What follows belongs to an exercise in optimizing a design on an open flow for a short achievable clock period and few clock cycles; a production flow would make more cautious choices. Where RTL was checked, it was by simulation tests only, not by an equivalence proof against the original. The RTL of runs 1 and 2 was laid out without a check of its function. Power figures rest on the tool's default switching activity, not on a simulated workload.

==> design/flow/design.v <==
module bv_decoder (
    input  wire        clk,
    input  wire        rst,
    input  wire [15:0] width,
    input  wire [15:0] height,
    input  wire        in_valid,
    output wire        in_ready,
    input  wire [31:0] in_data,
    output wire        out_valid,
    input  wire        out_ready,
    output wire [1:0]  out_kind,
    output wire [10:0] out_x,
    output wire [10:0] out_y,
    output wire [15:0] out_pat,
    output wire        fault
);
    localparam [1:0] K_PAT   = 2'd0;
    localparam [1:0] K_INDEX = 2'd1;
    localparam [1:0] K_FLIP  = 2'd2;
    localparam [1:0] T_SLOT  = 2'd0;
    localparam [1:0] T_MOVE  = 2'd1;
    localparam [1:0] T_FLIP  = 2'd2;
    localparam [1:0] T_STEP  = 2'd3;
    localparam integer CAP = 8;      
    localparam integer SU = 0, SI = 1, SN = 2, MV = 3, FL = 4, EM = 5,
                       HU = 6, HI = 7, HN = 8;
    function integer tlen;
        input integer c;
        begin
            case (c)
                SU: tlen = 2;   SI: tlen = 10;  SN: tlen = 18;
                MV: tlen = 12;  FL: tlen = 18;  EM: tlen = 19;
                HU: tlen = 21;  HI: tlen = 29;  default: tlen = 37;
            endcase
        end
    endfunction
    function integer tneed;
        input integer c;
        begin
            case (c)
                EM:          tneed = 19;
                HU, HI, HN:  tneed = 21;
                default:     tneed = 2;
            endcase
        end
    endfunction
    function [8:0] classify;
        input [20:0] w;
        input        p;
        reg mnz;
        begin
            mnz = |w[18:3];
            classify = 9'd0;
            classify[SU] =  p &  w[0];
            classify[SI] =  p & ~w[0] &  w[1];
            classify[SN] =  p & ~w[0] & ~w[1];
            classify[MV] = ~p & ~w[0] &  w[1];
            classify[FL] = ~p & ~w[0] & ~w[1];
            classify[EM] = ~p &  w[0] & ~mnz;
            classify[HU] = ~p &  w[0] &  mnz &  w[19];
            classify[HI] = ~p &  w[0] &  mnz & ~w[19] &  w[20];
            classify[HN] = ~p &  w[0] &  mnz & ~w[19] & ~w[20];
        end
    endfunction
    function [3:0] low_index;
        input [15:0] m;
        integer i;
        begin
            low_index = 4'd0;
            for (i = 15; i >= 0; i = i - 1)
                if (m[i]) low_index = i[3:0];
        end
    endfunction
    reg         irst;
    always @(posedge clk) irst <= rst;
    reg  [31:0] h0, h1;
    reg         v0, v1;
    reg         in_ready_r;
    reg  [38:0] h0s;         
    reg  [95:0] bbuf;        
    reg  [96:0] bge;         
    reg  [96:0] bgi;         
    reg  [7:0]  b8;          
    reg  [8:0]  B8;          
    reg         app;         
    wire        push = in_valid && in_ready_r;
    wire [127:0] bgx = {31'd0, bge};
    wire [127:0] bgy = {31'd0, bgi};
    assign in_ready = in_ready_r;
    reg         v0_n, v1_n;
    reg  [31:0] h0_n;
    always @(*) begin
        if (app) begin
            v0_n = v1 | push;
            v1_n = v1 & push;
            h0_n = v1 ? h1 : in_data;
        end else begin
            v0_n = v0 | push;
            v1_n = v1 | (v0 & push);
            h0_n = v0 ? h0 : in_data;
        end
    end
    always @(posedge clk) begin
        h0 <= h0_n;
        if (app || !v1) h1 <= in_data;
        if (irst) begin
            v0 <= 1'b0;
            v1 <= 1'b0;
        end else begin
            v0 <= v0_n;
            v1 <= v1_n;
        end
        if (rst)
            in_ready_r <= 1'b0;
        else if (irst)
            in_ready_r <= 1'b1;
        else
            in_ready_r <= ~v1_n;
    end
    reg  [8:0]  sel;
    reg         nf;
    reg  [9:0]  sbl_n, sbh, sg_n;
    wire [9:0]  sbl = ~sbl_n;
    wire [9:0]  sg  = ~sg_n;
    reg         pst;         
    reg  [15:0] rem;         
    reg  [1:0]  pdir;
    wire        room_n;      
    reg  [95:0] ins;
    integer ia;
    always @(*) begin
        ins = 96'd0;
        for (ia = 0; ia < 9; ia = ia + 1)
            ins = ins | ({96{B8[ia]}} & ({57'd0, h0s} << (8 * ia)));
    end
    wire [95:0] bb = bbuf | ins;
    function [95:0] shift_by;
        input [95:0] v;
        input [9:0]  s;      
        integer k;
        begin
            shift_by = {96{s[9]}} & v;
            for (k = 0; k < 9; k = k + 1)
                shift_by = shift_by | ({96{s[k]}} & (v >> tlen(k)));
        end
    endfunction
    wire [95:0] bb_lo = shift_by(bb, sbl);
    wire [95:0] bb_hi = shift_by(bb, sbh);
    wire [95:0] bb_n  = {bb_hi[95:48], bb_lo[47:0]};
    wire [15:0] hmask = bbuf[18:3];
    wire [15:0] rem1  = rem & (rem - 16'd1);
    wire [15:0] hrem1 = hmask & (hmask - 16'd1);
    wire        more  = |rem1;
    wire        hmore = |hrem1;
    wire        avail = app ? v1 : v0;   
    reg  [8:0]   sel_n;
    reg  [96:0]  bge_n, bgi_n;
    reg  [7:0]   b8_n;
    reg  [8:0]   B8_n;
    reg          app_n;
    reg  [8:0]   cls, cls0, cls1;
    reg          cp, ac;
    reg  [96:0]  g0, g1;
    integer      c, j, L, t;
    always @(*) begin
        sel_n  = 9'd0;
        bge_n  = 97'd0;
        bgi_n  = 97'd0;
        b8_n   = 8'd0;
        B8_n   = 9'd0;
        app_n  = 1'b0;
        for (c = 0; c < 10; c = c + 1) begin
            L  = (c == 9) ? 0 : tlen(c);
            cls0 = classify(bbuf[L +: 21], 1'b0);
            cls1 = classify(bbuf[L +: 21], 1'b1);
            cp = (c == SU || c == SI || c == SN) ? more :
                 (c == HU || c == HI || c == HN) ? hmore :
                 (c == 9) ? pst : 1'b0;
            cls = cp ? cls1 : cls0;
            for (j = 0; j < 9; j = j + 1)
                cls[j] = cls[j] && bgx[L + tneed(j)] && bgy[L + tlen(j)];
            g0 = bgi >> L;                           
            ac = avail & ~bgy[65 + L];
            g1 = (g0 << 32) | 97'hFFFF_FFFF;        
            if ((c == 9) ? nf : sel[c]) begin
                sel_n = sel_n | cls;
                b8_n  = b8_n | ((b8 >> (L % 8)) | (b8 << (8 - (L % 8))));
            end
            if (sg[c]) begin
                bge_n = bge_n | g0;
                bgi_n = bgi_n | (ac ? g1 : g0);
                app_n = app_n | ac;
                for (t = 0; t < 9; t = t + 1)
                    B8_n[t] = B8_n[t] | (ac & g0[8 * t] & ~g0[8 * t + 8]);
            end
        end
        sel_n = sel_n & {9{room_n}};
    end
    wire       nf_n = ~|sel_n;
    reg  [38:0] h0s_n;
    integer ib;
    always @(*) begin
        h0s_n = 39'd0;
        for (ib = 0; ib < 8; ib = ib + 1)
            h0s_n = h0s_n | ({39{b8_n[ib]}} & ({7'd0, h0_n} << ib));
    end
    always @(posedge clk) begin
        if (irst) begin
            bbuf  <= 96'd0;
            bge   <= 97'd1;
            bgi   <= 97'd1;
            b8    <= 8'd1;
            B8    <= 9'd0;
            app   <= 1'b0;
            sel   <= 9'd0;
            nf    <= 1'b1;
            sbl_n <= ~10'h200;
            pst   <= 1'b0;
            h0s   <= {7'd0, h0_n};
        end else begin
            bbuf  <= bb_n;
            bge   <= bge_n;
            bgi   <= bgi_n;
            b8    <= b8_n;
            B8    <= B8_n;
            app   <= app_n;
            sel   <= sel_n;
            nf    <= nf_n;
            sbl_n <= ~{nf_n, sel_n};
            h0s   <= h0s_n;
            if (sel[SU] | sel[SI] | sel[SN])
                pst <= more;
            else if (sel[HU] | sel[HI] | sel[HN])
                pst <= hmore;
        end
        if (rst || irst) begin
            sbh  <= 10'h200;
            sg_n <= ~10'h200;
        end else begin
            sbh  <= {nf_n, sel_n};
            sg_n <= ~{nf_n, sel_n};
        end
        if (sel[SU] | sel[SI] | sel[SN]) begin
            rem <= rem1;
        end else if (sel[HU] | sel[HI] | sel[HN]) begin
            rem  <= hrem1;
            pdir <= bbuf[2:1];
        end
    end
    wire        fire = ~nf;
    wire        hdr  = sel[HU] | sel[HI] | sel[HN];
    reg         tv;
    reg  [1:0]  ttyp;
    reg         tidx;        
    reg         tuni;        
    reg         tpol;        
    reg  [15:0] tfld;        
    reg  [3:0]  tk;          
    reg         tlast;       
    reg  [1:0]  tdir;
    always @(posedge clk) begin
        if (irst) tv <= 1'b0;
        else     tv <= fire;
        ttyp  <= sel[MV] ? T_MOVE : sel[FL] ? T_FLIP : sel[EM] ? T_STEP : T_SLOT;
        tidx  <= sel[SI] | sel[HI];
        tuni  <= sel[SU] | sel[HU];
        tpol  <= hdr ? bbuf[20] : bbuf[1];
        tfld  <= hdr ? bbuf[36:21] : bbuf[17:2];
        tk    <= pst ? low_index(rem) : low_index(hmask);
        tlast <= pst ? ~more : ~hmore;
        tdir  <= pst ? pdir : bbuf[2:1];
    end
    reg  [13:0] w4, h4;      
    always @(posedge clk) begin
        w4 <= width[15:2];
        h4 <= height[15:2];
    end
    reg  [7:0]  cur_x, cur_y;
    reg         faulted;
    wire        t_slot = tv && ttyp == T_SLOT;
    wire        t_flip = tv && ttyp == T_FLIP;
    wire [8:0]  tx = {cur_x[6:0], tk[1:0]};
    wire [8:0]  ty = {cur_y[6:0], tk[3:2]};
    wire        t_in = !cur_x[7] && !cur_y[7] &&
                       ({5'd0, tx} < w4) && ({5'd0, ty} < h4);
    wire        bad   = t_slot && !t_in;
    wire        epush = !faulted && (t_flip || (t_slot && t_in));
    wire        edrop = (t_slot || t_flip) && !epush;
    wire        step  = tv && (ttyp == T_STEP || (ttyp == T_SLOT && tlast));
    wire [35:0] ev = t_flip ? {K_FLIP, 9'd0, 9'd0, tfld} :
                     {(tidx ? K_INDEX : K_PAT), tx, ty,
                      tuni ? {16{tpol}} : tidx ? {8'd0, tfld[7:0]} : tfld};
    always @(posedge clk) begin
        if (irst) begin
            cur_x   <= 8'd0;
            cur_y   <= 8'd0;
            faulted <= 1'b0;
        end else begin
            if (bad) faulted <= 1'b1;
            if (tv && ttyp == T_MOVE) begin
                cur_x <= {3'd0, tfld[4:0]};
                cur_y <= {3'd0, tfld[9:5]};
            end else if (t_flip) begin
                cur_x <= 8'd0;
                cur_y <= 8'd0;
            end else if (step) begin
                case (tdir)
                    2'd0: cur_x <= cur_x + 8'd1;
                    2'd1: cur_y <= cur_y + 8'd1;
                    2'd2: cur_x <= cur_x - 8'd1;
                    2'd3: cur_y <= cur_y - 8'd1;
                endcase
            end
        end
    end
    reg  [35:0] fmem [0:CAP-1];
    reg  [3:0]  fwp, frp;
    reg         ov;
    reg  [35:0] oev;         
    reg  [35:0] oport;       
    reg         fault_r;
    wire        fempty = (fwp == frp);
    wire        ofire  = ov && out_ready;
    wire        oload  = (!ov || out_ready) && !fempty;
    wire [35:0] fhead  = fmem[frp[2:0]];
    always @(posedge clk) begin
        fmem[fwp[2:0]] <= ev;
        if (irst) begin
            fwp <= 4'd0;
            frp <= 4'd0;
        end else begin
            if (epush) fwp <= fwp + 4'd1;
            if (oload) frp <= frp + 4'd1;
        end
        if (rst || irst) begin
            ov      <= 1'b0;
            fault_r <= 1'b0;
        end else begin
            ov      <= oload | (ov & ~out_ready);
            fault_r <= faulted && fempty && !ov;
        end
        if (irst)       oev <= 36'd0;
        else if (oload) oev <= fhead;
        oport <= oload ? fhead : oev;
    end
    assign out_valid = ov;
    assign out_kind  = oport[35:34];
    assign out_x     = {oport[33:25], 2'b00};
    assign out_y     = {oport[24:16], 2'b00};
    assign out_pat   = oport[15:0];
    assign fault     = fault_r;
    reg  [3:0] occ;
    reg  [1:0] dec_r;
    wire       cret = tv && (ttyp == T_MOVE || ttyp == T_STEP);
    wire [3:0] occ_next = occ + {3'd0, fire} - {2'd0, dec_r};
    wire [3:0] occ_d    = occ - {2'd0, dec_r};
    assign room_n = nf ? (occ_d < CAP) : (occ_d < CAP - 1);
    always @(posedge clk) begin
        if (irst) begin
            occ   <= 4'd0;
            dec_r <= 2'd0;
        end else begin
            occ   <= occ_next;
            dec_r <= {1'b0, cret} + {1'b0, edrop} + {1'b0, ofire};
        end
    end
endmodule
==> design/flow/flow/run.sh <==
#!/bin/bash
set -euo pipefail
bash standard.sh finish \
    MATCH_CELL_FOOTPRINT=0 \
    "BUFFER_PORTS_ARGS=-buffer_cell sky130_fd_sc_hd__buf_4" \
    SETUP_SLACK_MARGIN=5.6 \
    > standard.log 2>&1
==> design/flow/standard.sh <==
#!/bin/bash
# synth_recipe.tcl (not shown) runs the flow's synth.tcl, then flattens the netlist and writes it again
# the make line also repeats each setting of config.mk as NAME=value (left out here)
make -C /OpenROAD-flow-scripts/flow DESIGN_CONFIG=/design/flow/config.mk WORK_HOME=/design/flow/orfs CLKGATE_MAP_FILE= SYNTH_SCRIPT=/design/flow/synth_recipe.tcl "${@:-finish}"
==> design/flow/config.mk <==
export PLATFORM = sky130hd
export DESIGN_NAME = bv_decoder
export DESIGN_NICKNAME = bv_decoder
export VERILOG_FILES = /design/flow/design.v
export SDC_FILE = /design/flow/constraint.sdc
export NUM_CORES = 4
export LEC_CHECK = 0
export ABC_CLOCK_PERIOD_IN_PS = 2500
export CAP_MARGIN = 20
export CORE_MARGIN = 2
export CORE_UTILIZATION = 30
export CTS_CLUSTER_DIAMETER = 150
export CTS_CLUSTER_SIZE = 40
export SETUP_SLACK_MARGIN = 5
export SLEW_MARGIN = 20
==> design/flow/constraint.sdc <==
create_clock -name core_clock -period 8.0 [get_ports {clk}]
set_input_delay 1.6000 -clock core_clock [delete_from_list [all_inputs] [get_ports {clk}]]
set_output_delay 1.6000 -clock core_clock [all_outputs]
set_load 0.01 [all_outputs]
==> impl_metrics.toml, run 1 <==
[outcome]
run_status = "aborted with a tool error"
haltStage = "global routing"
stop_error = "[ERROR GRT-0232] Routing congestion too high. Check the congestion heatmap in the GUI."

[die]
fp.dieH_um = 398
design.portCount = 111
floorplan.die.width_um = 398
std_cell_rows = 144
initial_utilization = 0.303

[place]
gp_congestion = 0.989
portBuffers = 102
place.detailed.instances = 6982
dp_hpwl_um = 124000

[cts]
cts_hold_bufs = 0
ctsLongestPathBuffers = 3
htree_num_levels = 1
cts_root_buf = "sky130_fd_sc_hd__clkbuf_16"
clock_sink_count = 849
tritoncts.num_buffers = 26

[yosys]
synth_top_cell_area_share = 0.220
ys_ff_latch = 849
yosys_warnings = 1
synth.cell_area_um2 = 46700
async_flop_share = 0
yosys-top-cells-area = "sky130_fd_sc_hd__dfxtp_1 22%, sky130_fd_sc_hd__edfxtp_1 22%, sky130_fd_sc_hd__o22ai_1 5.2%"
synth_top_flop_cell = "sky130_fd_sc_hd__dfxtp_1"
yosys.cell_types.count = 87
netlist_instances = 5283
synth.avg_cell_area_um2 = 8.83
synth-edff-count = 337
synth_largest_area_cell = "sky130_fd_sc_hd__dfxtp_1"
sequential_area_share_after_synthesis = 0.436

[global_routing]
grt.total_usage = 0.294
gr-total-overflow = 1
maximum_number_of_pins_on_one_net_before_global_route_repair = 81
what timing repair did:
| item | in CTS |
|---|---|
| pin swaps | 126 |
| endpoints found under the setup margin | 300 |
| setup buffers | 198 |
| gates cloned | 50 |
| gates resized for setup | 485 |
worst max path at each step:
stage / startpoint / end / slack, ns
2_1_floorplan: rem[2] / sg_n[9] / 5.12
3_3_place_gp: app / bgi[2] / 3.46
3_5_place_dp: app / bgi[2] / 3.44
4_1_cts: rem[3] / sg_n[9] / 4.79
logic make-up after synthesis:
| family | synth area share |
|---|---|
| other cells | 0.0000804 |
| xor+xnor | 0.00450 |
| mux | 0.0624 |
| buf+inv | 0.0640 |
| fa+ha+maj | 0.0122 |
| compound gates | 0.276 |
| flops | 0.436 |
| simple gates | 0.144 |
Yosys cell counts (25+ instances only):
master	count
sky130_fd_sc_hd__o221ai_1	32
sky130_fd_sc_hd__nor2_1	421
sky130_fd_sc_hd__nand4_1	54
sky130_fd_sc_hd__inv_1	156
sky130_fd_sc_hd__nor3_1	106
sky130_fd_sc_hd__a21oi_1	461
sky130_fd_sc_hd__buf_1	63
sky130_fd_sc_hd__dfxtp_1	512
sky130_fd_sc_hd__mux4_2	72
sky130_fd_sc_hd__clkbuf_1	551
sky130_fd_sc_hd__ha_1	36
sky130_fd_sc_hd__and2_1	35
sky130_fd_sc_hd__o22ai_1	390
sky130_fd_sc_hd__nand2_1	557
sky130_fd_sc_hd__mux2i_1	93
sky130_fd_sc_hd__edfxtp_1	337
sky130_fd_sc_hd__a221oi_1	176
sky130_fd_sc_hd__o21ai_0	163
sky130_fd_sc_hd__nor2b_1	66
sky130_fd_sc_hd__o21ai_1	25
sky130_fd_sc_hd__a222oi_1	113
sky130_fd_sc_hd__mux2_2	32
sky130_fd_sc_hd__a22o_1	35
sky130_fd_sc_hd__a211oi_1	33
sky130_fd_sc_hd__nand3_1	55
sky130_fd_sc_hd__nor4_1	41
sky130_fd_sc_hd__a31oi_1	104
sky130_fd_sc_hd__a22oi_1	211
stage by stage:
stage	area [µm²]	worst slack, ns
4_1_cts	55200	4.79
3_5_place_dp	49700	3.44
3_3_place_gp	49700	3.46
2_1_floorplan	47300	5.12
routing by layer:
layer,overflow,GRT usage
met1,0,0.355
met3,0,0.165
met2,1,0.398
met5,0,0.0781
met4,0,0.171
power groups by stage:
| stage | Combinational [mW] | Clock (mW) | Sequential (mW) |
|---|---|---|---|
| 2_1_floorplan | 1.05 | 0 | 4.81 |
| 3_3_place_gp | 1.38 | 0 | 5.04 |
| 3_5_place_dp | 1.39 | 0 | 5.04 |
| 4_1_cts | 1.72 | 2.14 | 4.94 |
==> run 2, diff against run 1 <==
--- a/design/flow/design.v
+++ b/design/flow/design.v
@@ -151,7 +151,46 @@
     wire [15:0] rem1  = rem & (rem - 16'd1);
     wire [15:0] hrem1 = hmask & (hmask - 16'd1);
-    wire        more  = |rem1;
-    wire        hmore = |hrem1;
-    wire        avail = app ? v1 : v0;   
+    reg         more, hmore;
+    function [1:0] cnt4;
+        input [3:0] m;
+        begin
+            cnt4[1] = (m[0] & m[1]) | (m[0] & m[2]) | (m[0] & m[3]) |
+                      (m[1] & m[2]) | (m[1] & m[3]) | (m[2] & m[3]);
+            cnt4[0] = (^m) | (m[0] & m[1] & m[2]) | (m[0] & m[1] & m[3]) |
+                      (m[0] & m[2] & m[3]) | (m[1] & m[2] & m[3]);
+        end
+    endfunction
+    function [1:0] sat3;
+        input [1:0] a, b;
+        begin
+            sat3[1] = a[1] | b[1] | (a[0] & b[0]);
+            sat3[0] = (a[0] ^ b[0]) | (a[1] & b[1]) | (a[1] & b[0]) |
+                      (a[0] & b[1]);
+        end
+    endfunction
+    function [1:0] cnt16;        
+        input [15:0] m;
+        begin
+            cnt16 = sat3(sat3(cnt4(m[3:0]),  cnt4(m[7:4])),
+                         sat3(cnt4(m[11:8]), cnt4(m[15:12])));
+        end
+    endfunction
+    function ge2;                
+        input [15:0] m;
+        reg   [1:0]  n;
+        begin
+            n   = cnt16(m);
+            ge2 = n[1];
+        end
+    endfunction
+    function ge3;                
+        input [15:0] m;
+        reg   [1:0]  n;
+        begin
+            n   = cnt16(m);
+            ge3 = &n;
+        end
+    endfunction
+    reg         avail;       
     reg  [8:0]   sel_n;
     reg  [96:0]  bge_n, bgi_n;
@@ -197,4 +236,21 @@
         sel_n = sel_n & {9{room_n}};
     end
+    reg  more_n, hmore_n, hmore3_n, hmore3;
+    integer c2, L2;
+    always @(*) begin
+        hmore_n  = nf & ge2(bbuf[18:3]);
+        hmore3_n = nf & ge3(bbuf[18:3]);
+        for (c2 = 0; c2 < 9; c2 = c2 + 1) begin
+            L2 = tlen(c2);
+            hmore_n  = hmore_n  | (sel[c2] & ge2(bbuf[L2 + 3 +: 16]));
+            hmore3_n = hmore3_n | (sel[c2] & ge3(bbuf[L2 + 3 +: 16]));
+        end
+        if (sel[SU] | sel[SI] | sel[SN])
+            more_n = ge3(rem);
+        else if (sel[HU] | sel[HI] | sel[HN])
+            more_n = hmore3;
+        else
+            more_n = more;
+    end
     wire       nf_n = ~|sel_n;
     reg  [38:0] h0s_n;
@@ -241,4 +297,8 @@
             sg_n <= ~{nf_n, sel_n};
         end
+        more   <= more_n;
+        hmore  <= hmore_n;
+        hmore3 <= hmore3_n;
+        avail  <= !irst && (app_n ? v1_n : v0_n);
         if (sel[SU] | sel[SI] | sel[SN]) begin
             rem <= rem1;
--- a/design/flow/config.mk
+++ b/design/flow/config.mk
@@ -10,6 +10,4 @@
 export CORE_MARGIN = 2
 export CORE_UTILIZATION = 30
-export CTS_CLUSTER_DIAMETER = 150
-export CTS_CLUSTER_SIZE = 40
 export SETUP_SLACK_MARGIN = 5
 export SLEW_MARGIN = 20
==> impl_metrics.toml, run 2 <==
[outcome]
run_status = "complete, no violations"

[setup_path]
cp_data_required_time_ns = 8.60
worstReg2RegStart = "bbuf[32]"
startpoint_types = "flip-flop"
reg2reg_depth = 11
critical_path.startpoint = "bbuf[32]"
critical-path-slowest-cell = "sky130_fd_sc_hd__or4b_4"
critical_path_arrival_ns = 3.65
criticalPathCategory = "reg2reg"
cp_endpoint_kind = "flip-flop"
maximum_fanout_along_the_worst_path = 2
cp_cell_sequence = "clkinvlp_4 > ha_4 > buf_6 > xor2_2 > a221o_1 > ha_2 > or4b_4 > or3_4 > a21oi_2 > o211ai_1 > nand4b_1"
cpPeakStageDelay_ns = 0.53

[die]
std_cell_rows = 150
design.portCount = 111
floorplan.die.width_um = 415
initial_utilization = 0.302
fp.dieH_um = 415
core-area_um2 = 167000
die-area_um2 = 172000

[timing]
hold_viol = 0
finalMaxSlewViolations = 0
setup_repair_after_global_routing_missed_its_margin = "yes"
timing_worst_slew_pin_value_ns = 1.24
finalClockSkew_ns = 0.0444
setup_viol = 0
timing.fmax_ghz = 0.327
worst_max_slew_margin_expressed_relative_to_the_limit = 0.171
final.setup.worst_slack_ns = 4.94
finalSetupTns_ns = 0
final_period_minus_worst_setup_slack_ns = 3.06
final_min_period_over_clock_period = 0.382

[yosys]
yosys_warnings = 1
netlist_instances = 5706
ys_ff_latch = 853
synth_largest_area_cell = "sky130_fd_sc_hd__dfxtp_1"
synth_common_cells = "593 x sky130_fd_sc_hd__nand2_1, 515 x sky130_fd_sc_hd__dfxtp_1, 494 x sky130_fd_sc_hd__clkbuf_1"
synth_top_flop_cell = "sky130_fd_sc_hd__dfxtp_1"
synth_top_cell_area_share = 0.204
most_instantiated_library_cell_after_synthesis = "sky130_fd_sc_hd__nand2_1"
yosys.cell_types.count = 100
synth.avg_cell_area_um2 = 8.87
async_flop_share = 0
sequential_area_share_after_synthesis = 0.404
synth-edff-count = 338
synth.cell_area_um2 = 50600
yosys-top-cells-area = "sky130_fd_sc_hd__dfxtp_1 20%, sky130_fd_sc_hd__edfxtp_1 20%, sky130_fd_sc_hd__o22ai_1 4.8%"

[hold_path]
hold_path.startpoint = "oev[6]"
holdPathStages = 2
type_of_the_most_critical_hold_path = "reg2reg"

[global_routing]
first_global_vias = 49700
grt.total_usage = 0.253
grt_first_pass_wirelength_um = 334000
maximum_number_of_pins_on_one_net_before_global_route_repair = 77
antenna_found_initial = 13
gr-total-overflow = 0

[power_and_ir_drop]
power.net_switching_mw = 3.54
irDropWorstVdd_uv = 147
switching_share = 0.303
power-per-cell-area_nw_per_um2 = 187
power.sequential.fraction = 0.429
total_internal_power_mw = 8.13
comb_power_share = 0.172
clockPowerShare = 0.400
leakage_nw = 21.2

[final_layout]
mostFrequentLayoutCell = "sky130_fd_sc_hd__nand2_1"
post_route_cells_drive_above_1_share = 0.227
finish.instance_area_um2 = 62400
syn_to_final_growth_pct = 23.2
fillCellCount = 16500
max_ffs_per_register = 288
final_nets = 5964
final_cell_mix = "579 x sky130_fd_sc_hd__nand2_1, 435 x sky130_fd_sc_hd__a21oi_1, 389 x sky130_fd_sc_hd__buf_4"

[cts]
tritoncts.num_buffers = 93
path_clk_slew_ns = 0.06
tritoncts_clock_tree = "done"
clock_sink_count = 853
ctsLongestPathBuffers = 3
htree_num_levels = 3
clock_latency_ns = 0.75
cts_root_buf = "sky130_fd_sc_hd__clkbuf_16"

[routing]
drtAntennaViolNets = 0
detail_route.wl_per_cell_um = 29.2
avgViaCountPerCell = 6.68
drc = 0
detailroute.via_count = 53600
routed_wl_um = 235000
first_iter_violations = 11400
detail_route.first_pass.iterations = 15

[place]
dp_hpwl_um = 129000
placement.cell_area_um2 = 53500
portBuffers = 102
gp_congestion = 0.991
place_ws_ns = 4.35

[run]
cap_viol_max_count = 0
==> run 2: cell types whose count changed after synthesis, moves of 19 or more <==
cell | before | now
sky130_fd_sc_hd__o21ai_0 | 163 | 184
sky130_fd_sc_hd__a22o_1 | 35 | 59
sky130_fd_sc_hd__buf_2 | 3 | 57
sky130_fd_sc_hd__mux2i_1 | 93 | 161
sky130_fd_sc_hd__nand2_1 | 557 | 593
sky130_fd_sc_hd__nor2_1 | 421 | 394
sky130_fd_sc_hd__xor2_1 | 6 | 25
sky130_fd_sc_hd__clkbuf_1 | 551 | 494
sky130_fd_sc_hd__a221oi_1 | 176 | 142
sky130_fd_sc_hd__ha_1 | 36 | 156
sky130_fd_sc_hd__inv_1 | 156 | 216
==> run 2: repair_timing <==
action | CTS | global route
gates cloned | 19 | 10
setup buffers | 158 | 105
hold buffers | 0 | 0
gates resized for setup | 473 | 256
pin swaps | 80 | 100
setup endpoints to repair | 375 | 254
==> run 2: area by class of cell <==
class	instances	area, µm²	area share
Tap cell	2204	2760	0.0442
Inverter	226	911	0.0146
Clock buffer	119	2570	0.0412
Timing Repair Buffer	548	5310	0.0851
Clock inverter	56	724	0.0116
Antenna cell	9	22.5	0.000361
Multi-Input combinational cell	4010	29200	0.469
Sequential cell	853	20800	0.334
Timing Repair inverter	2	12.5	0.000201
==> run 2: routing by layer <==
layer,up-vias,global-route usage,wire (µm)
li1,21800,-,-
met1,25300,0.317,85500
met2,4987,0.364,95400
met3,1496,0.108,35800
met4,22,0.138,17700
met5,-,0,347
==> run 2: through the flow <==
step | cells | util | power [mW] | hold slack (ns)
CTS | 7903 | 0.359 | 11.4 | 0.446
floorplan | 5709 | - | 6.02 | 0.409
detailed placement | 7551 | 0.320 | 6.60 | 0.442
global placement | 7548 | 0.320 | 6.58 | 0.435
finish | 8027 | 0.372 | 11.7 | 0.441
global route | 8021 | 0.372 | 11.9 | 0.460
==> run 2: logic make-up (layout without fill, tap and decap cells) <==
logic type / Yosys count / after routing / share of synthesized area
buf+inv: 852 / 951 / 0.0663
fa+ha+maj: 162 / 162 / 0.0409
mux: 260 / 260 / 0.0699
simple gates: 1561 / 1565 / 0.143
flops: 853 / 853 / 0.404
compound gates: 1962 / 1964 / 0.266
xor+xnor: 55 / 55 / 0.00951
other cells: 1 / 13 / 0.0000741
==> run 2: final timing paths <==
path	endpoint	slack, ns
max	hmore3	4.94
min	oport[6]	0.44
max reg2reg	hmore3	4.94
min reg2reg	oport[6]	0.44
==> run 2: worst max-delay path, delay by kind of cell, from the launching register on <==
kind | cells | cell delay (ns)
and+or+nand+nor | 3 | 1.09
AOI/OAI and AO/OA | 3 | 0.55
adders and majority gates | 2 | 0.46
DFF | 1 | 0.38
buffers and inverters | 2 | 0.26
xor gates and xnor gates | 1 | 0.16
==> run 2: power by group through the flow <==
stage	clock, mW	sequential, mW	combinational, mW
after floorplan	0	4.83	1.19
after CTS	4.70	4.97	1.74
after detailed placement	0	5.11	1.49
after global routing	4.87	5.00	2.08
after global placement	0	5.11	1.47
final	4.66	5.00	2.00
==> run 3, diff against run 2 <==
--- a/design/flow/design.v
+++ b/design/flow/design.v
@@ -48,7 +48,6 @@
         input [20:0] w;
         input        p;
-        reg mnz;
+        input        mnz;        
         begin
-            mnz = |w[18:3];
             classify = 9'd0;
             classify[SU] =  p &  w[0];
@@ -148,37 +147,46 @@
     wire [95:0] bb_hi = shift_by(bb, sbh);
     wire [95:0] bb_n  = {bb_hi[95:48], bb_lo[47:0]};
+    reg  [55:0] q4;
+    reg  [95:0] bb4;
+    wire [99:0] bbp = {4'd0, bb};
+    integer i4;
+    always @(*) begin
+        for (i4 = 0; i4 < 96; i4 = i4 + 1)
+            bb4[i4] = |bbp[i4 +: 4];
+    end
+    wire [95:0] bb4_n = shift_by(bb4, sbl);
     wire [15:0] hmask = bbuf[18:3];
     wire [15:0] rem1  = rem & (rem - 16'd1);
     wire [15:0] hrem1 = hmask & (hmask - 16'd1);
     reg         more, hmore;
-    function [1:0] cnt4;
-        input [3:0] m;
-        begin
-            cnt4[1] = (m[0] & m[1]) | (m[0] & m[2]) | (m[0] & m[3]) |
-                      (m[1] & m[2]) | (m[1] & m[3]) | (m[2] & m[3]);
-            cnt4[0] = (^m) | (m[0] & m[1] & m[2]) | (m[0] & m[1] & m[3]) |
-                      (m[0] & m[2] & m[3]) | (m[1] & m[2] & m[3]);
-        end
-    endfunction
-    function [1:0] sat3;
-        input [1:0] a, b;
+    function [2:0] thr_join;
+        input [2:0] a, b;
         begin
-            sat3[1] = a[1] | b[1] | (a[0] & b[0]);
-            sat3[0] = (a[0] ^ b[0]) | (a[1] & b[1]) | (a[1] & b[0]) |
-                      (a[0] & b[1]);
+            thr_join[0] = a[0] | b[0];
+            thr_join[1] = a[1] | b[1] | (a[0] & b[0]);
+            thr_join[2] = a[2] | b[2] | (a[1] & b[0]) | (a[0] & b[1]);
         end
     endfunction
-    function [1:0] cnt16;        
+    function [2:0] thr16;
         input [15:0] m;
+        reg   [2:0]  t2 [0:7];
+        reg   [2:0]  t4 [0:3];
+        reg   [2:0]  t8 [0:1];
+        integer i;
         begin
-            cnt16 = sat3(sat3(cnt4(m[3:0]),  cnt4(m[7:4])),
-                         sat3(cnt4(m[11:8]), cnt4(m[15:12])));
+            for (i = 0; i < 8; i = i + 1)
+                t2[i] = {1'b0, m[2*i] & m[2*i+1], m[2*i] | m[2*i+1]};
+            for (i = 0; i < 4; i = i + 1)
+                t4[i] = thr_join(t2[2*i], t2[2*i+1]);
+            for (i = 0; i < 2; i = i + 1)
+                t8[i] = thr_join(t4[2*i], t4[2*i+1]);
+            thr16 = thr_join(t8[0], t8[1]);
         end
     endfunction
     function ge2;                
         input [15:0] m;
-        reg   [1:0]  n;
+        reg   [2:0]  n;
         begin
-            n   = cnt16(m);
+            n   = thr16(m);
             ge2 = n[1];
         end
@@ -186,8 +194,8 @@
     function ge3;                
         input [15:0] m;
-        reg   [1:0]  n;
+        reg   [2:0]  n;
         begin
-            n   = cnt16(m);
-            ge3 = &n;
+            n   = thr16(m);
+            ge3 = n[2];
         end
     endfunction
@@ -199,5 +207,5 @@
     reg          app_n;
     reg  [8:0]   cls, cls0, cls1;
-    reg          cp, ac;
+    reg          cp, ac, mz;
     reg  [96:0]  g0, g1;
     integer      c, j, L, t;
@@ -211,6 +219,7 @@
         for (c = 0; c < 10; c = c + 1) begin
             L  = (c == 9) ? 0 : tlen(c);
-            cls0 = classify(bbuf[L +: 21], 1'b0);
-            cls1 = classify(bbuf[L +: 21], 1'b1);
+            mz   = q4[L + 3] | q4[L + 7] | q4[L + 11] | q4[L + 15];
+            cls0 = classify(bbuf[L +: 21], 1'b0, mz);
+            cls1 = classify(bbuf[L +: 21], 1'b1, mz);
             cp = (c == SU || c == SI || c == SN) ? more :
                  (c == HU || c == HI || c == HN) ? hmore :
@@ -272,4 +281,5 @@
             nf    <= 1'b1;
             sbl_n <= ~10'h200;
+            q4    <= 56'd0;
             pst   <= 1'b0;
             h0s   <= {7'd0, h0_n};
@@ -284,4 +294,5 @@
             nf    <= nf_n;
             sbl_n <= ~{nf_n, sel_n};
+            q4    <= bb4_n[55:0];
             h0s   <= h0s_n;
             if (sel[SU] | sel[SI] | sel[SN])
==> impl_metrics.toml, run 3 <==
[outcome]
run_status = "complete, no violations"

[routing]
first_iter_violations = 13100
routed_wl_um = 254000
detail_route.first_pass.iterations = 27
drtAntennaViolNets = 0
detail_route.wl_per_cell_um = 30.7
detailroute.via_count = 57000
drc = 0
avgViaCountPerCell = 6.89

[die]
floorplan.die.width_um = 418
std_cell_rows = 152
design.portCount = 111
core-area_um2 = 171000
fp.dieH_um = 418
initial_utilization = 0.301
die-area_um2 = 175000

[cts]
tritoncts_clock_tree = "done"
clock_sink_count = 880
clock_latency_ns = 0.77
htree_num_levels = 3
ctsLongestPathBuffers = 3
cts_root_buf = "sky130_fd_sc_hd__clkbuf_16"
cts_hold_bufs = 0
path_clk_slew_ns = 0.06
tritoncts.num_buffers = 99

[setup_path]
cp_data_required_time_ns = 8.55
criticalPathCategory = "reg2reg"
r2r_slack_ns = 5.17
cp_endpoint_kind = "flip-flop"
maximum_fanout_along_the_worst_path = 22
startpoint_types = "flip-flop"
critical_path_arrival_ns = 3.39

[final_layout]
post_route_cells_drive_above_1_share = 0.230
syn_to_final_growth_pct = 22.1
mostFrequentLayoutCell = "sky130_fd_sc_hd__nand2_1"
max_ffs_per_register = 288
instances_no_fill = 8269
final_nets = 6057
final_cell_mix = "666 x sky130_fd_sc_hd__nand2_1, 491 x sky130_fd_sc_hd__o22ai_1, 456 x sky130_fd_sc_hd__a21oi_1"
post-route-util = 0.368

[timing]
timing.fmax_ghz = 0.353
hold_viol = 0
finalClockSkew_ns = 0.0588
finalMaxSlewViolations = 0
timing_worst_slew_pin_value_ns = 1.28
finalSetupTns_ns = 0
setup_viol = 0
setup_repair_after_global_routing_missed_its_margin = "yes"
final_min_period_over_clock_period = 0.354
final_period_minus_worst_setup_slack_ns = 2.83
worst_max_slew_margin_expressed_relative_to_the_limit = 0.143

[global_routing]
first_global_vias = 52300
maximum_number_of_pins_on_one_net_before_global_route_repair = 95
antenna_found_initial = 13
grt.total_usage = 0.270
gr-total-overflow = 0
grt_first_pass_wirelength_um = 359000

[place]
gp_congestion = 0.979
dp_hpwl_um = 139000
portBuffers = 102
place.detailed.instances = 7831

[yosys]
yosys.cell_types.count = 87
yosys_warnings = 64
synth.avg_cell_area_um2 = 8.54
synth-edff-count = 338
synth-simple-area-share = 0.162
synth_largest_area_cell = "sky130_fd_sc_hd__dfxtp_1"
synth_compound_area_frac = 0.277
synth_top_flop_cell = "sky130_fd_sc_hd__dfxtp_1"
async_flop_share = 0
ys_ff_latch = 880
dominant_combinational_cell_family_by_area_after_synthesis = "compound AO/OA/AOI/OAI gates"
synth-xor-area-share = 0.00425
synthAdderAreaFrac = 0.0171
synth_top_cell_area_share = 0.211
netlist_instances = 6034
most_instantiated_library_cell_after_synthesis = "sky130_fd_sc_hd__nand2_1"
yosys-mux-area-fraction = 0.0663
synth.cell_area_um2 = 51500
yosys-top-cells-area = "sky130_fd_sc_hd__dfxtp_1 21%, sky130_fd_sc_hd__edfxtp_1 20%, sky130_fd_sc_hd__o22ai_1 6.0%"
synth_common_cells = "699 x sky130_fd_sc_hd__nand2_1, 644 x sky130_fd_sc_hd__clkbuf_1, 542 x sky130_fd_sc_hd__dfxtp_1"
sequential_area_share_after_synthesis = 0.408

[power_and_ir_drop]
irDropWorstVdd_uv = 177
comb_power_share = 0.204
switching_share = 0.316
total_internal_power_mw = 8.65
power-per-cell-area_nw_per_um2 = 201
power.sequential.fraction = 0.414
leakage_nw = 21.3
clockPowerShare = 0.383
power.net_switching_mw = 3.99

[run]
cap_viol_max_count = 0

[hold_path]
type_of_the_most_critical_hold_path = "reg2reg"
[run 3: worst max-delay path: stages, from the launching register on]
cell and delay, ns:
sky130_fd_sc_hd__dfxtp_1 0.31, sky130_fd_sc_hd__buf_6 0.17, sky130_fd_sc_hd__or4_4 0.55, sky130_fd_sc_hd__maj3_1 0.40
sky130_fd_sc_hd__a21oi_1 0.21, sky130_fd_sc_hd__o22ai_2 0.16, sky130_fd_sc_hd__o21ai_1 0.15, sky130_fd_sc_hd__nand4_1 0.13
sky130_fd_sc_hd__nor4_2 0.32, sky130_fd_sc_hd__o2111ai_2 0.21
[run 3: what timing repair did]
action	CTS	global route
setup endpoints to repair	439	217
buffers inserted	92	129
cloned	12	16
resized for setup	459	331
pin swaps	60	90
[run 3: final timing paths]
| check | from | endpoint | depth (start not counted) |
|---|---|---|---|
| worst max-delay path | bbuf[26] | hmore3 | 9 |
| worst min-delay path | oev[24] | oport[24] | 2 |
| worst max register to register | bbuf[26] | hmore3 | 9 |
| worst min register to register | oev[24] | oport[24] | 2 |
[run 3: per-stage QoR]
stage / cell area [µm²] / setup slack [ns] / hold WS [ns] / total power [mW]
finish: 62900 / 5.17 / 0.445 / 12.6
global route: 62900 / 5.13 / 0.462 / 12.9
CTS: 60400 / 5.15 / 0.448 / 12.3
detailed placement: 54500 / 3.85 / 0.445 / 7.22
global placement: 54500 / 3.82 / 0.438 / 7.20
floorplan: 52000 / 5.25 / 0.422 / 6.44
[run 3: kinds of logic after synthesis]
logic type | count (synthesis)
XOR/XNOR | 25
buffers and inverters | 891
adder cells (fa/ha/maj) | 74
AO/OA/AOI/OAI | 2103
flip-flops | 880
AND/OR/NAND/NOR | 1813
multiplexers | 247
other | 1
[run 3: layout make-up]
type,count,area [µm²]
antenna,3,7.51
clock buffer,143,2780
multi-input combinational,4271,29500
sequential,880,21300
fill,17100,108000
timing repair inverter,1,5.00
timing repair buffer,539,5330
clock inverter,43,644
inverter,156,626
tap,2233,2790
[run 3: metal layers]
metal	global-route usage	vias up	share of wire
met2	0.384	5474	0.40
met3	0.119	1722	0.16
li1	-	22900	-
met4	0.139	24	0.077
met5	0.00945	-	0.0017
met1	0.341	26900	0.36
[run 3: power by group through the flow]
stage / Clock, mW / Sequential, mW / Combinational (mW)
final: 4.83 / 5.23 / 2.58
after CTS: 4.88 / 5.18 / 2.27
after global placement: 0 / 5.29 / 1.91
after global routing: 5.06 / 5.22 / 2.65
after floorplan: 0 / 5.01 / 1.43
after detailed placement: 0 / 5.30 / 1.92
Testbench counts of run 3, summed over its fixed seeds: cycles 43,834.
==> run 4, diff against run 3 <==
==> design/flow/run.sh (new file) <==
#!/bin/bash
# synth_recipe.tcl (not shown) runs the flow's synth.tcl, then flattens the netlist and writes it again
# the make line also repeats each setting of config.mk as NAME=value (left out here)
make -C /OpenROAD-flow-scripts/flow DESIGN_CONFIG=/design/flow/config.mk WORK_HOME=/design/flow/orfs CLKGATE_MAP_FILE= SYNTH_SCRIPT=/design/flow/synth_recipe.tcl finish
removed: design/flow/flow/run.sh
removed: design/flow/standard.sh
==> impl_metrics.toml, run 4 <==
[place]
gp_congestion = 0.995
portBuffers = 102
dp_hpwl_um = 137000
place_ws_ns = 3.85

[die]
std_cell_rows = 152
die-area_um2 = 175000
design.portCount = 111
fp.dieH_um = 418
initial_utilization = 0.301
core-area_um2 = 171000
floorplan.die.width_um = 418

[final_layout]
final_nets = 5816
syn_to_final_growth_pct = 12.6
final_cell_mix = "696 x sky130_fd_sc_hd__nand2_1, 496 x sky130_fd_sc_hd__dfxtp_1, 496 x sky130_fd_sc_hd__o22ai_1"
max_ffs_per_register = 288
mostFrequentLayoutCell = "sky130_fd_sc_hd__nand2_1"
post_route_cells_drive_above_1_share = 0.117
post-route-util = 0.339

[setup_path]
criticalPathCategory = "reg2reg"
path_buf_inv = 2
cp_cell_sequence = "buf_4 > nand2b_1 > buf_4 > nor2_1 > a21oi_1 > o22ai_1 > nor4_1 > nor2_1"
cp_data_required_time_ns = 8.58
critical_path_arrival_ns = 3.71
critical_path.startpoint = "bgi[75]"
cpPeakStageDelay_ns = 0.80
cp_endpoint_kind = "flip-flop"
critical-path-slowest-cell = "sky130_fd_sc_hd__nand2b_1"
critical_path.top_delay_family = "simple AND/OR/NAND/NOR gates"
worstReg2RegStart = "bgi[75]"
maximum_fanout_along_the_worst_path = 19
startpoint_types = "flip-flop"

[yosys]
netlist_instances = 6034
most_instantiated_library_cell_after_synthesis = "sky130_fd_sc_hd__nand2_1"
yosys-top-cells-area = "sky130_fd_sc_hd__dfxtp_1 21%, sky130_fd_sc_hd__edfxtp_1 20%, sky130_fd_sc_hd__o22ai_1 6.0%"
async_flop_share = 0
yosys.cell_types.count = 87
synth_top_cell_area_share = 0.211
yosys_warnings = 64
synth.cell_area_um2 = 51500
sequential_area_share_after_synthesis = 0.408
synth_top_flop_cell = "sky130_fd_sc_hd__dfxtp_1"
ys_ff_latch = 880
synth.avg_cell_area_um2 = 8.54
synth-edff-count = 338
synth_common_cells = "699 x sky130_fd_sc_hd__nand2_1, 644 x sky130_fd_sc_hd__clkbuf_1, 542 x sky130_fd_sc_hd__dfxtp_1"
synth_largest_area_cell = "sky130_fd_sc_hd__dfxtp_1"

[timing]
timing_worst_slew_pin_value_ns = 1.34
finalClockSkew_ns = 0.0570
setup_viol = 0
final_min_period_over_clock_period = 0.392
hold_viol = 0
timing.fmax_ghz = 0.319
setup_repair_after_global_routing_missed_its_margin = "yes"
final.setup.worst_slack_ns = 4.86
finalSetupTns_ns = 0
worst_max_slew_margin_expressed_relative_to_the_limit = 0.104
final_period_minus_worst_setup_slack_ns = 3.14
finalMaxSlewViolations = 0

[routing]
wl_met3_um = 35900
detail_route.wl_per_cell_um = 29.4
dr_wl_met2_um = 96300
avgViaCountPerCell = 6.79
detail_route.first_pass.iterations = 15
detailroute.via_count = 54500
routed_wl_um = 236000
top_layer_used = "met5"
route.layer.met1.wl_um = 87500
drtAntennaViolNets = 0
drc = 0
first_iter_violations = 12100

[outcome]
run_status = "complete, no violations"

[cts]
path_clk_slew_ns = 0.06
tritoncts.num_buffers = 98
clock_sink_count = 880
ctsLongestPathBuffers = 3
cts_hold_bufs = 0
clock_latency_ns = 0.76
tritoncts_clock_tree = "done"
htree_num_levels = 3
cts_root_buf = "sky130_fd_sc_hd__clkbuf_16"

[hold_path]
type_of_the_most_critical_hold_path = "reg2reg"
hold_path.startpoint = "oev[32]"

[power_and_ir_drop]
leakage_nw = 19.3
comb_power_share = 0.168
total_internal_power_mw = 8.23
power.sequential.fraction = 0.437
clockPowerShare = 0.395
switching_share = 0.315
irDropWorstVdd_uv = 160
power-per-cell-area_nw_per_um2 = 207
power.net_switching_mw = 3.78

[run]
cap_viol_max_count = 0

[global_routing]
grt_first_pass_wirelength_um = 344000
grt.total_usage = 0.257
antenna_found_initial = 6
gr-total-overflow = 0
maximum_number_of_pins_on_one_net_before_global_route_repair = 83
first_global_vias = 51500
[run 4: cell counts after synthesis]
Identical to the previous run, type by type.
[run 4: cell families (layout without fill, tap and decap cells)]
logic type | after synthesis | count (layout) | share of synthesized area
buf+inv | 891 | 645 | 0.0658
fa+ha+maj | 74 | 74 | 0.0171
flops | 880 | 880 | 0.408
mux | 247 | 247 | 0.0663
compound gates | 2103 | 2103 | 0.277
xor+xnor | 25 | 25 | 0.00425
other cells | 1 | 10 | 0.0000728
simple gates | 1813 | 1813 | 0.162
[run 4: repair_timing]
item | 4_1_cts | 5_1_grt
buffers inserted | 3 | 5
gates cloned | 0 | 0
pin swaps | 4 | 6
setup endpoints to repair | 134 | 94
resized for setup | 79 | 89
[run 4: metrics by stage]
stage          power [mW]  area (µm²)  instances  hold slack (ns)
4_1_cts              11.9       57700       8018            0.460
2_1_floorplan        6.37       51500       6037            0.422
6_report             12.0       58000       8030            0.451
3_3_place_gp         7.16       54300       7831            0.433
5_1_grt              12.3       58000       8024            0.480
3_5_place_dp         7.17       54300       7831            0.436
[run 4: worst paths after layout]
path,cells after the start,endpoint,slack (ns)
worst max-delay path,8,bgi[58],4.86
worst min-delay path,2,oport[32],0.45
worst min register to register,2,oport[32],0.45
worst max register to register,8,bgi[58],4.86
[run 4: power by group through the flow]
stage,combinational [mW],clock [mW],sequential (mW)
2_1_floorplan,1.36,0,5.01
3_3_place_gp,1.84,0,5.32
3_5_place_dp,1.85,0,5.32
4_1_cts,1.89,4.80,5.21
5_1_grt,2.10,4.96,5.24
6_report,2.01,4.74,5.24
[run 4: worst min-delay path, cell delays in order, from the launching register on]
cell and delay [ns]:
sky130_fd_sc_hd__dfxtp_1 0.30, sky130_fd_sc_hd__nand2_1 0.04, sky130_fd_sc_hd__o21ai_0 0.07
[run 4: metal layers]
metal / GRT usage / vias to the layer above
met3: 0.108 / 1452
met5: 0.000834 / -
met4: 0.139 / 6
li1: - / 22400
met2: 0.370 / 5026
met1: 0.322 / 25700
[run 4: area by class of cell]
| class | count | area, µm² |
|---|---|---|
| clock inverter | 47 | 533 |
| antenna | 6 | 15.0 |
| timing repair buffer | 305 | 2610 |
| multi-input combinational | 4266 | 27600 |
| tap | 2233 | 2790 |
| inverter | 156 | 587 |
| sequential | 880 | 21100 |
| fill | 17600 | 113000 |
| clock buffer | 137 | 2810 |
==> run 5, diff against run 4 <==
--- a/design/flow/design.v
+++ b/design/flow/design.v
@@ -147,13 +147,33 @@
     wire [95:0] bb_hi = shift_by(bb, sbh);
     wire [95:0] bb_n  = {bb_hi[95:48], bb_lo[47:0]};
-    reg  [55:0] q4;
-    reg  [95:0] bb4;
+    reg  [55:0] q4, q42, q43;
+    reg  [95:0] bb4, bb42, bb43;
     wire [99:0] bbp = {4'd0, bb};
     integer i4;
     always @(*) begin
-        for (i4 = 0; i4 < 96; i4 = i4 + 1)
-            bb4[i4] = |bbp[i4 +: 4];
+        for (i4 = 0; i4 < 96; i4 = i4 + 1) begin
+            bb4[i4]  = |bbp[i4 +: 4];
+            bb42[i4] = (bbp[i4] & bbp[i4 + 1]) | (bbp[i4 + 2] & bbp[i4 + 3]) |
+                       ((bbp[i4] | bbp[i4 + 1]) & (bbp[i4 + 2] | bbp[i4 + 3]));
+            bb43[i4] = (bbp[i4] & bbp[i4 + 1] & (bbp[i4 + 2] | bbp[i4 + 3])) |
+                       (bbp[i4 + 2] & bbp[i4 + 3] & (bbp[i4] | bbp[i4 + 1]));
+        end
+    end
+    wire [95:0] bb4_n  = shift_by(bb4, sbl);
+    wire [95:0] bb42_n = shift_by(bb42, sbl);
+    wire [95:0] bb43_n = shift_by(bb43, sbl);
+    reg  [2:0]  thw [0:52];
+    integer iw;
+    always @(*) begin
+        for (iw = 0; iw < 53; iw = iw + 1)
+            if (iw + 12 < 56)
+                thw[iw] = thr_join(
+                    thr_join({q43[iw],      q42[iw],      q4[iw]},
+                             {q43[iw + 4],  q42[iw + 4],  q4[iw + 4]}),
+                    thr_join({q43[iw + 8],  q42[iw + 8],  q4[iw + 8]},
+                             {q43[iw + 12], q42[iw + 12], q4[iw + 12]}));
+            else
+                thw[iw] = 3'd0;
     end
-    wire [95:0] bb4_n = shift_by(bb4, sbl);
     wire [15:0] hmask = bbuf[18:3];
     wire [15:0] rem1  = rem & (rem - 16'd1);
@@ -246,12 +266,15 @@
     end
     reg  more_n, hmore_n, hmore3_n, hmore3;
+    reg  [2:0] tw;
     integer c2, L2;
     always @(*) begin
-        hmore_n  = nf & ge2(bbuf[18:3]);
-        hmore3_n = nf & ge3(bbuf[18:3]);
+        tw       = thw[3];
+        hmore_n  = nf & tw[1];
+        hmore3_n = nf & tw[2];
         for (c2 = 0; c2 < 9; c2 = c2 + 1) begin
             L2 = tlen(c2);
-            hmore_n  = hmore_n  | (sel[c2] & ge2(bbuf[L2 + 3 +: 16]));
-            hmore3_n = hmore3_n | (sel[c2] & ge3(bbuf[L2 + 3 +: 16]));
+            tw       = thw[L2 + 3];
+            hmore_n  = hmore_n  | (sel[c2] & tw[1]);
+            hmore3_n = hmore3_n | (sel[c2] & tw[2]);
         end
         if (sel[SU] | sel[SI] | sel[SN])
@@ -282,4 +305,6 @@
             sbl_n <= ~10'h200;
             q4    <= 56'd0;
+            q42   <= 56'd0;
+            q43   <= 56'd0;
             pst   <= 1'b0;
             h0s   <= {7'd0, h0_n};
@@ -295,4 +320,6 @@
             sbl_n <= ~{nf_n, sel_n};
             q4    <= bb4_n[55:0];
+            q42   <= bb42_n[55:0];
+            q43   <= bb43_n[55:0];
             h0s   <= h0s_n;
             if (sel[SU] | sel[SI] | sel[SN])
==> design/flow/flow/run.sh (new file) <==
#!/bin/bash
set -euo pipefail
bash standard.sh finish \
    MATCH_CELL_FOOTPRINT=0 \
    "BUFFER_PORTS_ARGS=-buffer_cell sky130_fd_sc_hd__buf_4" \
    SETUP_SLACK_MARGIN=5.6 \
    > standard.log 2>&1
==> design/flow/standard.sh (new file) <==
#!/bin/bash
# synth_recipe.tcl (not shown) runs the flow's synth.tcl, then flattens the netlist and writes it again
# the make line also repeats each setting of config.mk as NAME=value (left out here)
make -C /OpenROAD-flow-scripts/flow DESIGN_CONFIG=/design/flow/config.mk WORK_HOME=/design/flow/orfs CLKGATE_MAP_FILE= SYNTH_SCRIPT=/design/flow/synth_recipe.tcl "${@:-finish}"
removed: design/flow/run.sh
==> impl_metrics.toml, run 5 <==
[global_routing]
grt.total_usage = 0.350
first_global_vias = 65000
maximum_number_of_pins_on_one_net_before_global_route_repair = 88
antenna_found_initial = 28
gr-total-overflow = 0
grt_first_pass_wirelength_um = 494000

[routing]
detailroute.via_count = 72100
detail_route.wl_per_cell_um = 37.1
detail_route.first_pass.iterations = 36
drtAntennaViolNets = 0
first_iter_violations = 16700
avgViaCountPerCell = 7.29
drc = 0
routed_wl_um = 367000

[outcome]
run_status = "complete, no violations"

[setup_path]
startpoint_types = "flip-flop"
critical-path-slowest-cell = "sky130_fd_sc_hd__a222oi_1"
maximum_fanout_along_the_worst_path = 5
crit-reg2reg-capture = "q43[17]"
cp_cell_sequence = "buf_8 > buf_12 > a222oi_1 > and2_4 > buf_4 > maj3_2 > o21a_2 > o22ai_1 > nor3_2 > a31oi_4"
path_buf_inv = 3
critical_path_arrival_ns = 3.55
criticalPathCategory = "reg2reg"
cpPeakStageDelay_ns = 0.42
reg2reg_depth = 10
worstReg2RegStart = "B8[2]"
cp_data_required_time_ns = 8.60
critical_path.top_delay_family = "compound AO/OA/AOI/OAI gates"
cp_endpoint_kind = "flip-flop"
r2r_slack_ns = 5.05

[die]
die-area_um2 = 194000
initial_utilization = 0.301
design.portCount = 111
core-area_um2 = 190000
floorplan.die.width_um = 440
std_cell_rows = 160
fp.dieH_um = 440

[cts]
ctsLongestPathBuffers = 3
tritoncts.num_buffers = 103
htree_num_levels = 3
path_clk_slew_ns = 0.06
tritoncts_clock_tree = "done"
clock_sink_count = 934
clock_latency_ns = 0.84
cts_root_buf = "sky130_fd_sc_hd__clkbuf_16"

[timing]
finalClockSkew_ns = 0.135
setup_viol = 0
finalSetupTns_ns = 0
finalMaxSlewViolations = 0
worst_max_slew_margin_expressed_relative_to_the_limit = 0.135
final_period_minus_worst_setup_slack_ns = 2.95
timing_worst_slew_pin_value_ns = 1.30
timing.fmax_ghz = 0.339
final.setup.worst_slack_ns = 5.05
hold_viol = 0
setup_repair_after_global_routing_missed_its_margin = "yes"
final_min_period_over_clock_period = 0.368

[place]
portBuffers = 102
place_ws_ns = 3.64
dp_hpwl_um = 206000
gp_congestion = 1.08
placement.cell_area_um2 = 60400
place.detailed.instances = 8906

[final_layout]
instances_no_fill = 9893
finish.instance_area_um2 = 79300
final_cell_mix = "674 x sky130_fd_sc_hd__buf_4, 641 x sky130_fd_sc_hd__nand2_1, 499 x sky130_fd_sc_hd__o22ai_1"
fillCellCount = 18200
syn_to_final_growth_pct = 38.8
max_ffs_per_register = 288
final-seq-area_um2 = 22400
multi_input_comb_area_um2 = 37600
post_route_cells_drive_above_1_share = 0.340
mostFrequentLayoutCell = "sky130_fd_sc_hd__buf_4"
final_nets = 7382
post-route-util = 0.418

[hold_path]
type_of_the_most_critical_hold_path = "reg2reg"
hold_path.startpoint = "oev[14]"
endpoint_of_the_worst_hold_path = "oport[14]"
holdPathStages = 2

[yosys]
most_instantiated_library_cell_after_synthesis = "sky130_fd_sc_hd__nand2_1"
async_flop_share = 0
synth_largest_area_cell = "sky130_fd_sc_hd__dfxtp_1"
synth_top_flop_cell = "sky130_fd_sc_hd__dfxtp_1"
synth.avg_cell_area_um2 = 8.36
synth_common_cells = "729 x sky130_fd_sc_hd__nand2_1, 658 x sky130_fd_sc_hd__clkbuf_1, 598 x sky130_fd_sc_hd__nor2_1"
netlist_instances = 6834
sequential_area_share_after_synthesis = 0.387
yosys.cell_types.count = 98
yosys-top-cells-area = "sky130_fd_sc_hd__dfxtp_1 21%, sky130_fd_sc_hd__edfxtp_1 18%, sky130_fd_sc_hd__o22ai_1 6.5%"
synth-edff-count = 338
ys_ff_latch = 934
synth_top_cell_area_share = 0.209
yosys_warnings = 5
synth.cell_area_um2 = 57100

[power_and_ir_drop]
irDropWorstVdd_uv = 223
leakage_nw = 26.6
power-per-cell-area_nw_per_um2 = 182

[run]
cap_viol_max_count = 0
[run 5: tightest hold or removal path: cells and delay by family (launching register included)]
kind	cells	cell delay, ns
AO/OA/AOI/OAI	1	0.06
AND/OR/NAND/NOR	1	0.04
flip-flops	1	0.30
[run 5: final cells by class]
| class | instances | share of cell area |
|---|---|---|
| Antenna cell | 19 | 0.000600 |
| Clock buffer | 137 | 0.0364 |
| Clock inverter | 58 | 0.00863 |
| Inverter | 156 | 0.00810 |
| Multi-Input combinational cell | 4953 | 0.474 |
| Sequential cell | 934 | 0.283 |
| Tap cell | 2511 | 0.0396 |
| Timing Repair Buffer | 1124 | 0.150 |
| Timing Repair inverter | 1 | 0.0000631 |
[run 5: routing by layer]
layer,up-vias,global-route usage,share of wire
li1,27300,-,-
met1,34000,0.412,0.34
met2,7790,0.462,0.37
met3,2982,0.205,0.18
met4,56,0.249,0.11
met5,-,0.0283,0.0038
[run 5: stage by stage]
stage / power (mW) / hold WS (ns)
after floorplan: 6.92 / 0.422
after global placement: 8.02 / 0.435
after detailed placement: 8.04 / 0.443
after CTS: 13.8 / 0.454
after global routing: 14.7 / 0.463
final: 14.4 / 0.448
[run 5: how the worst max path moves through the flow]
stage,slack (ns),to,start,depth (start not counted)
2_1_floorplan,5.17,h0s[20],in_data[18],7
3_3_place_gp,3.72,q42[28],B8[5],8
3_5_place_dp,3.64,q42[28],B8[5],8
4_1_cts,5.10,out_valid,ov,1
5_1_grt,5.08,q42[5],B8[2],12
6_report,5.05,q43[17],B8[2],10
[run 5: power by group]
group,switching (mW),internal [mW]
combinational,2.25,1.45
sequential,0.446,5.22
clock,2.27,2.83
[run 5: what timing repair did]
item | 4_1_cts | 5_1_grt
hold endpoints to repair | 0 | 0
gates resized for setup | 1326 | 635
hold buffers | 0 | 0
setup endpoints to repair | 665 | 296
setup buffers | 493 | 232
cloned | 29 | 18
pin swaps | 359 | 378
[run 5: cell families after synthesis]
logic type	synth area share
AND/OR/NAND/NOR	0.165
AO/OA/AOI/OAI	0.301
XOR/XNOR	0.00337
buffers and inverters	0.0660
other	0.0000657
flip-flops	0.387
multiplexers	0.0581
adder cells (fa/ha/maj)	0.0202
Testbench counts of run 5, summed over its fixed seeds: cycles 43,834.

separate check: timing with driven ports:
In the flow no input, the clock included, has a driving cell. The finished layouts below were timed again as built, in two steps. Step 1 (the two cells are an assumption about what drives the block):
set clk [get_ports {clk}]
set_driving_cell -lib_cell sky130_fd_sc_hd__clkbuf_16 $clk
set_driving_cell -lib_cell sky130_fd_sc_hd__buf_2 [delete_from_list [all_inputs] $clk]
Step 2 moves the port delays by t, midway between the first and last clock arrival at a register: inputs arrive t later, outputs are due t later. That takes back most of the time a late clock gives input paths. Three values: ideal, step 1, step 2; two values: the first two.
| run | shift t [ns] | setup slack, ns | clock arrival spread, ns |
|---|---|---|---|
| run 2 | 0.805 | 4.942 / 4.942 / 4.875 | 0.045 / 0.045 |
| run 3 | 0.823 | 5.167 / 5.092 / 4.824 | 0.069 / 0.069 |
| run 4 | 0.810 | 4.864 / 4.864 / 4.273 | 0.064 / 0.064 |
| run 5 | 0.856 | 5.053 / 5.053 / 4.718 | 0.141 / 0.140 |
After both steps every run listed still meets setup and hold. For run 4, which loses most, drivers alone change the setup slack by 0.000 ns; drivers and shift together by -0.591 ns.
